This design comes from an exercise in tuning for small area on the open sky130 flow, not from production work. In this exercise RTL edits were held to simulation tests only and were not proved equivalent to the original. Power is estimated from default activity; no workload was simulated.

== trial 4 ==
==> flow/design.v <==
module sp8_core (
    input  wire        clk,
    input  wire        rst,
    output reg  [15:0] bus_addr,
    output wire [7:0]  bus_wdata,
    output wire        mem_we,
    output wire        disp_we,
    output wire        io_we,
    input  wire [7:0]  mem_rdata,
    output wire        retire,
    output reg  [2:0]  cost,
    output wire        halted,
    output wire        faulted,
    output wire [7:0]  fault_op,
    output wire [15:0] pc,
    output wire [7:0]  sp,
    output wire [7:0]  a,
    output wire [7:0]  x,
    output wire [7:0]  y,
    output wire [7:0]  p
);
    localparam [4:0] S_V0  = 5'b00_000, S_V   = 5'b00_001,
                     S_ST2 = 5'b00_010, S_ST3 = 5'b00_011,
                     S_SH1 = 5'b00_100, S_SH  = 5'b00_101,
                     S_SF1 = 5'b00_110, S_SF  = 5'b00_111,
                     S_DSTA = 5'b01_000, S_DSEC = 5'b01_001, S_DNONE = 5'b01_010,
                     S_STZ = 5'b10_000, S_LDZ = 5'b10_001, S_BNE = 5'b10_010, S_INC = 5'b10_011,
                     S_LDI = 5'b10_100, S_ADC = 5'b10_101, S_CMP = 5'b10_110, S_SBC = 5'b10_111;
    reg [2:0]  ph;
    reg [4:0]  st;
    reg        rp;
    reg [7:0]  t, ar;
    reg [15:0] pcr;
    reg        cp;
    reg        fc, fz, fv, fn;
    wire [1:0] q  = ph[1:0];
    wire       q0 = (q == 2'd0);
    wire       q3 = (q == 2'd3);
    wire       p0 = (ph == 3'd0);
    wire       p7 = (ph == 3'd7);
    wire g0 = (st[4:3] == 2'b00);
    wire g2 = (st[4:3] == 2'b10);
    wire g3 = (st[4:3] == 2'b11);
    assign sp = 8'hFF;
    assign x  = 8'h00;
    assign y  = 8'h00;
    assign p  = {fn, fv, 1'b1, 1'b0, 1'b0, 1'b0, fz, fc};
    assign a  = ar;
    assign pc = pcr;
    wire ds = st[3];                                 
    assign retire   = p0 && ((ds && st != S_DNONE) || (g0 && st[2] && !st[0]));
    assign halted   = g0 && st[2] && !st[1];
    assign faulted  = g0 && st[2] && st[1];
    assign fault_op = t;
    always @(*) begin
        if (!st[4]) cost = st[0] ? 3'd2 : 3'd4;      
        else case (st[2:0])
            3'b000, 3'b001: cost = 3'd3;
            3'b010:         cost = fz ? 3'd2 : 3'd3;
            3'b011:         cost = 3'd5;
            default:        cost = 3'd2;
        endcase
    end
    wire d_alu = (t[3:0] == 4'h9) && !t[4] &&
                 ((t[7] & t[6]) | (t[7] & t[5]) | (t[6] & t[5]));    
    wire d_zp5 = (t[3:0] == 4'h5) && t[7] && !t[6] && !t[4];         
    wire d_two = d_alu || d_zp5 || (t == 8'hE6) || (t == 8'hD0);
    wire d_sec = (t == 8'h38);
    wire [2:0] d_c = {t[3], t[6] & (t[7] | !t[3]), t[5] & (t[6] | !t[3])};
    wire [4:0] dnx = d_two ? {2'b10, d_c} : (t == 8'h8D) ? S_ST2 : d_sec ? S_DSEC :
                     (t == 8'hFF) ? S_SH1 : S_SF1;
    reg [1:0] sb;
    always @(*) begin
        case (q)
            2'd0: sb = mem_rdata[1:0];
            2'd1: sb = t[3:2];
            2'd2: sb = t[5:4];
            default: sb = t[7:6];
        endcase
    end
    wire alu_s = g2 && st[2];                        
    wire ldz_s = (st == S_LDZ);
    wire zw    = g2 && !st[2] && st[0];              
    wire win   = (alu_s && !ph[2]) || (zw && ph[2]);         
    wire aw    = (alu_s && !ph[2]) || (ldz_s && ph[2]);      
    wire       ua  = st[0] || st[1];
    wire       inv = st[1];
    wire       cmp = st[1] && !st[0];
    wire       au  = st[2] && ua;
    wire [1:0] ax  = au ? ar[1:0] : 2'b00;
    wire [1:0] bx  = (st[2] && inv) ? ~sb : sb;
    wire       ci  = au && (q0 ? (cmp || fc) : fc);
    wire       s0  = ax[0] ^ bx[0] ^ ci;
    wire       c1  = (ax[0] & bx[0]) | (ci & (ax[0] ^ bx[0]));
    wire       s1  = ax[1] ^ bx[1] ^ c1;
    wire       c2  = (ax[1] & bx[1]) | (c1 & (ax[1] ^ bx[1]));
    wire       vl  = (st == S_V);
    wire       tk  = (st == S_BNE) && !fz;
    wire [1:0] pb  = vl ? sb : tk ? (ph[2] ? {t[7], t[7]} : sb) : 2'b00;
    wire       pin = st[4] || st[3] || (st == S_ST2) || (st == S_ST3);
    wire       pci = p0 ? pin : cp;
    wire [1:0] pa  = vl ? 2'b00 : pcr[1:0];
    wire [2:0] psum = {1'b0, pa} + {1'b0, pb} + {2'b00, pci};
    wire [7:0] incv = mem_rdata + 8'd1;
    assign bus_wdata = (st == S_INC) ? incv : ar;
    wire zsel = g2 && !st[2] && !ph[2];              
    wire asel = (st == S_ST3) && !ph[2];             
    wire vsel = (st == S_V0) || (vl && !ph[2]);      
    wire ast  = (st == S_ST3) && p0;
    wire stv  = ast && (mem_rdata[7:4] != 4'h4) && (mem_rdata[7:4] != 4'h5);
    assign mem_we  = ((st == S_STZ) && (ph == 3'd1)) || ((st == S_INC) && (ph == 3'd2)) || stv;
    assign disp_we = ast && (mem_rdata[7:4] == 4'h4);
    assign io_we   = ast && (mem_rdata[7:4] == 4'h5);
    always @(*) begin
        bus_addr = {psum[1:0], pcr[15:2]};           
        if (vsel) bus_addr = {14'h3FFF, 1'b0, vl};
        if (zsel) bus_addr = {8'h00, t};
        if (asel) bus_addr = {mem_rdata, t};
    end
    wire rs = rst || rp;
    wire hold_off = aw && !q3;
    always @(posedge clk) begin
        pcr <= {psum[1:0], pcr[15:2]};
        cp  <= psum[2];
        if (q0 && (!ph[2] || vl || zw)) t <= mem_rdata;
        if (aw) ar <= {cmp ? ar[1:0] : {s1, s0}, ar[7:2]};
        if (rs && !hold_off) begin
            st <= S_V0; ph <= 3'd7; rp <= 1'b0;
            fc <= 1'b0; fz <= 1'b0; fv <= 1'b0; fn <= 1'b0;
        end else begin
            if (rs) rp <= 1'b1;
            ph <= ph + 3'd1;
            if (win) begin
                if (au) fc <= c2;
                if (q3 && alu_s && st[0]) fv <= c1 ^ c2;      
                fz <= (q0 ? 1'b1 : fz) & !s0 & !s1;
                fn <= s1;
            end
            if (p7) begin
                if (ds) begin
                    st <= dnx;
                    if (d_sec) fc <= 1'b1;
                end else if (g2) begin
                    st[3] <= 1'b1;
                end else begin
                    case (st[2:0])
                        3'b000: st <= S_V;
                        3'b001: st <= S_DNONE;
                        3'b010: st <= S_ST3;
                        3'b011: st <= S_DSTA;
                        3'b100: st <= S_SH;
                        3'b110: st <= S_SF;
                        default: ;
                    endcase
                end
            end
        end
    end
endmodule
Settings: LEC_CHECK=0, CAP_MARGIN=20, CORE_MARGIN=2, CORE_UTILIZATION=40, PLACE_DENSITY=0.6, SLEW_MARGIN=20; clock period 5.0 ns.
standard.sh (not shown) runs the stock make flow with config.mk's settings and CLKGATE_MAP_FILE= SYNTH_SCRIPT=/design/flow/synth_recipe.tcl, a recipe that flattens the netlist after the stock synthesis.
==> flow/flow/run.sh <==
#!/bin/bash
# Own layout flow: the standard layout (standard.sh) with two changes:
#  - synthesis maps the logic with an area-oriented ABC script (flow/abc_area.script),
#  - the port buffers that placement inserts on every input and output are buf_1 cells.
# Everything else (floorplan, power grid, taps, placement, CTS, routing) is the standard flow.
set -euo pipefail
here=$(pwd)
sed "s#SYNTH_SCRIPT=[^ ]*#SYNTH_SCRIPT=$here/flow/my_synth.tcl#" standard.sh > my_standard.sh
grep -q "SYNTH_SCRIPT=$here/flow/my_synth.tcl" my_standard.sh
export MY_ABC_SCRIPT=$here/flow/abc_area.script
export BUFFER_PORTS_ARGS="-buffer_cell sky130_fd_sc_hd__buf_1"
export SKIP_REPAIR_TIE_FANOUT=1
export CTS_ARGS="-sink_clustering_enable -repair_clock_nets -dont_use_dummy_load"
bash my_standard.sh > "$here/flow_make.log" 2>&1 || { tail -50 "$here/flow_make.log"; exit 1; }
tail -5 "$here/flow_make.log"
==> flow/flow/abc_area.script <==
strash
balance
rewrite
refactor
balance
rewrite
rewrite -z
balance
refactor -z
rewrite -z
balance
balance
rewrite
refactor
balance
rewrite
rewrite -z
balance
refactor -z
rewrite -z
balance
dch -f
amap
topo
==> flow/flow/my_synth.tcl <==
# The standard flow's synthesis (synth_recipe.tcl) with one change: ABC maps the logic with
# the area-oriented script in flow/abc_area.script instead of ORFS's speed script.
proc synth {args} { yosys synth -nofsm -noshare {*}$args }
proc abc {args} {
  set i [lsearch -exact $args -script]
  if { $i >= 0 } { lset args [expr { $i + 1 }] $::env(MY_ABC_SCRIPT) }
  yosys abc {*}$args
}
source $::env(SCRIPTS_DIR)/synth.tcl
# left out here: clear keep_hierarchy, flatten, clean up, hide names made inside functions, write 1_2_yosys.v
Trial 4: PASS, flow complete, no timing, DRC or antenna violations
Setup changes, trial 4 to build 96
--- a/flow/design.v
+++ b/flow/design.v
@@ -84,14 +84,13 @@
     wire win   = (alu_s && !ph[2]) || (zw && ph[2]);         
     wire aw    = (alu_s && !ph[2]) || (ldz_s && ph[2]);      
     wire       ua  = st[0] || st[1];
     wire       inv = st[1];
     wire       cmp = st[1] && !st[0];
-    wire       au  = st[2] && ua;
-    wire [1:0] ax  = au ? ar[1:0] : 2'b00;
-    wire [1:0] bx  = (st[2] && inv) ? ~sb : sb;
-    wire       ci  = au && (q0 ? (cmp || fc) : fc);
+    wire [1:0] ax  = (alu_s && ua) ? ar[1:0] : 2'b00;
+    wire [1:0] bx  = (alu_s && inv) ? ~sb : sb;
+    wire       ci  = alu_s && ua && (q0 ? (cmp || fc) : fc);
     wire       s0  = ax[0] ^ bx[0] ^ ci;
     wire       c1  = (ax[0] & bx[0]) | (ci & (ax[0] ^ bx[0]));
     wire       s1  = ax[1] ^ bx[1] ^ c1;
     wire       c2  = (ax[1] & bx[1]) | (c1 & (ax[1] ^ bx[1]));
     wire       vl  = (st == S_V);
@@ -101,21 +100,19 @@
     wire       pci = p0 ? pin : cp;
     wire [1:0] pa  = vl ? 2'b00 : pcr[1:0];
     wire [2:0] psum = {1'b0, pa} + {1'b0, pb} + {2'b00, pci};
     wire [7:0] incv = mem_rdata + 8'd1;
     assign bus_wdata = (st == S_INC) ? incv : ar;
-    wire zsel = g2 && !st[2] && !ph[2];              
-    wire asel = (st == S_ST3) && !ph[2];             
-    wire vsel = (st == S_V0) || (vl && !ph[2]);      
-    wire ast  = (st == S_ST3) && p0;
-    wire stv  = ast && (mem_rdata[7:4] != 4'h4) && (mem_rdata[7:4] != 4'h5);
+    wire zsel = g2 && !st[2] && (st[0] || !st[1]) && !ph[2] && !q0;    
+    wire asel = (st == S_ST3) && p0;
+    wire stv  = asel && (mem_rdata[7:4] != 4'h4) && (mem_rdata[7:4] != 4'h5);
     assign mem_we  = ((st == S_STZ) && (ph == 3'd1)) || ((st == S_INC) && (ph == 3'd2)) || stv;
-    assign disp_we = ast && (mem_rdata[7:4] == 4'h4);
-    assign io_we   = ast && (mem_rdata[7:4] == 4'h5);
+    assign disp_we = asel && (mem_rdata[7:4] == 4'h4);
+    assign io_we   = asel && (mem_rdata[7:4] == 4'h5);
     always @(*) begin
         bus_addr = {psum[1:0], pcr[15:2]};           
-        if (vsel) bus_addr = {14'h3FFF, 1'b0, vl};
+        if (st == S_V0 || (vl && ph == 3'd3)) bus_addr = {14'h3FFF, 1'b0, vl};
         if (zsel) bus_addr = {8'h00, t};
         if (asel) bus_addr = {mem_rdata, t};
     end
     wire rs = rst || rp;
     wire hold_off = aw && !q3;
@@ -129,11 +126,11 @@
             fc <= 1'b0; fz <= 1'b0; fv <= 1'b0; fn <= 1'b0;
         end else begin
             if (rs) rp <= 1'b1;
             ph <= ph + 3'd1;
             if (win) begin
-                if (au) fc <= c2;
+                if (ua && alu_s) fc <= c2;
                 if (q3 && alu_s && st[0]) fv <= c1 ^ c2;      
                 fz <= (q0 ? 1'b1 : fz) & !s0 & !s1;
                 fn <= s1;
             end
             if (p7) begin
Findings:
- Relative to trial 4, relative contribution of combinational cells to total power has gone down in build 96.
- Delta (build 96 minus trial 4): register fraction of the total cell area saw little to no change, first-iteration DRC count fell by 65.
- Compared build 96 against trial 4; cell area after synthesis within noise.
- Build 96 finished every step from synthesis to the final layout, and the layout passed the timing, DRC and antenna checks.
- Diff trial 4 -> build 96: hold slack did not really move; first-pass GRT wire length did not really move; setup slack of the critical path after layout went up.
- In the flow results for build 96 and trial 4, the number of vias per cell is smaller on trial 4.

[afterwards: timing with drivers on the ports]
How much do the figures lean on ideal ports? The routed layouts below were timed once more, with nothing changed but the port constraints. Step 1 (the two cells are an assumption about what drives the block):
set clk [get_ports {clk}]
set_driving_cell -lib_cell sky130_fd_sc_hd__clkbuf_16 $clk
set_driving_cell -lib_cell sky130_fd_sc_hd__buf_2 [delete_from_list [all_inputs] $clk]
Step 2 moves the port delays by t, midway between the first and last clock arrival at a register: inputs arrive t later, outputs are due t later. That takes back most of the time a late clock gives input paths. Slacks: ideal / step 1 / step 2; pairs: ideal / step 1.
| run | t, ns | setup slack, ns | worst setup path after step 2 | worst register clock-pin slew, ns | cell pins on the clock port's net |
|---|---|---|---|---|---|
| trial 4 | 0.325 | 0.535 / 0.506 / 0.830 | register to output | 0.09 / 0.09 | 1 |
| build 96 | 0.321 | 0.657 / 0.628 / 0.893 | input to output | 0.09 / 0.09 | 1 |
After both steps setup and hold are still met in every run listed.
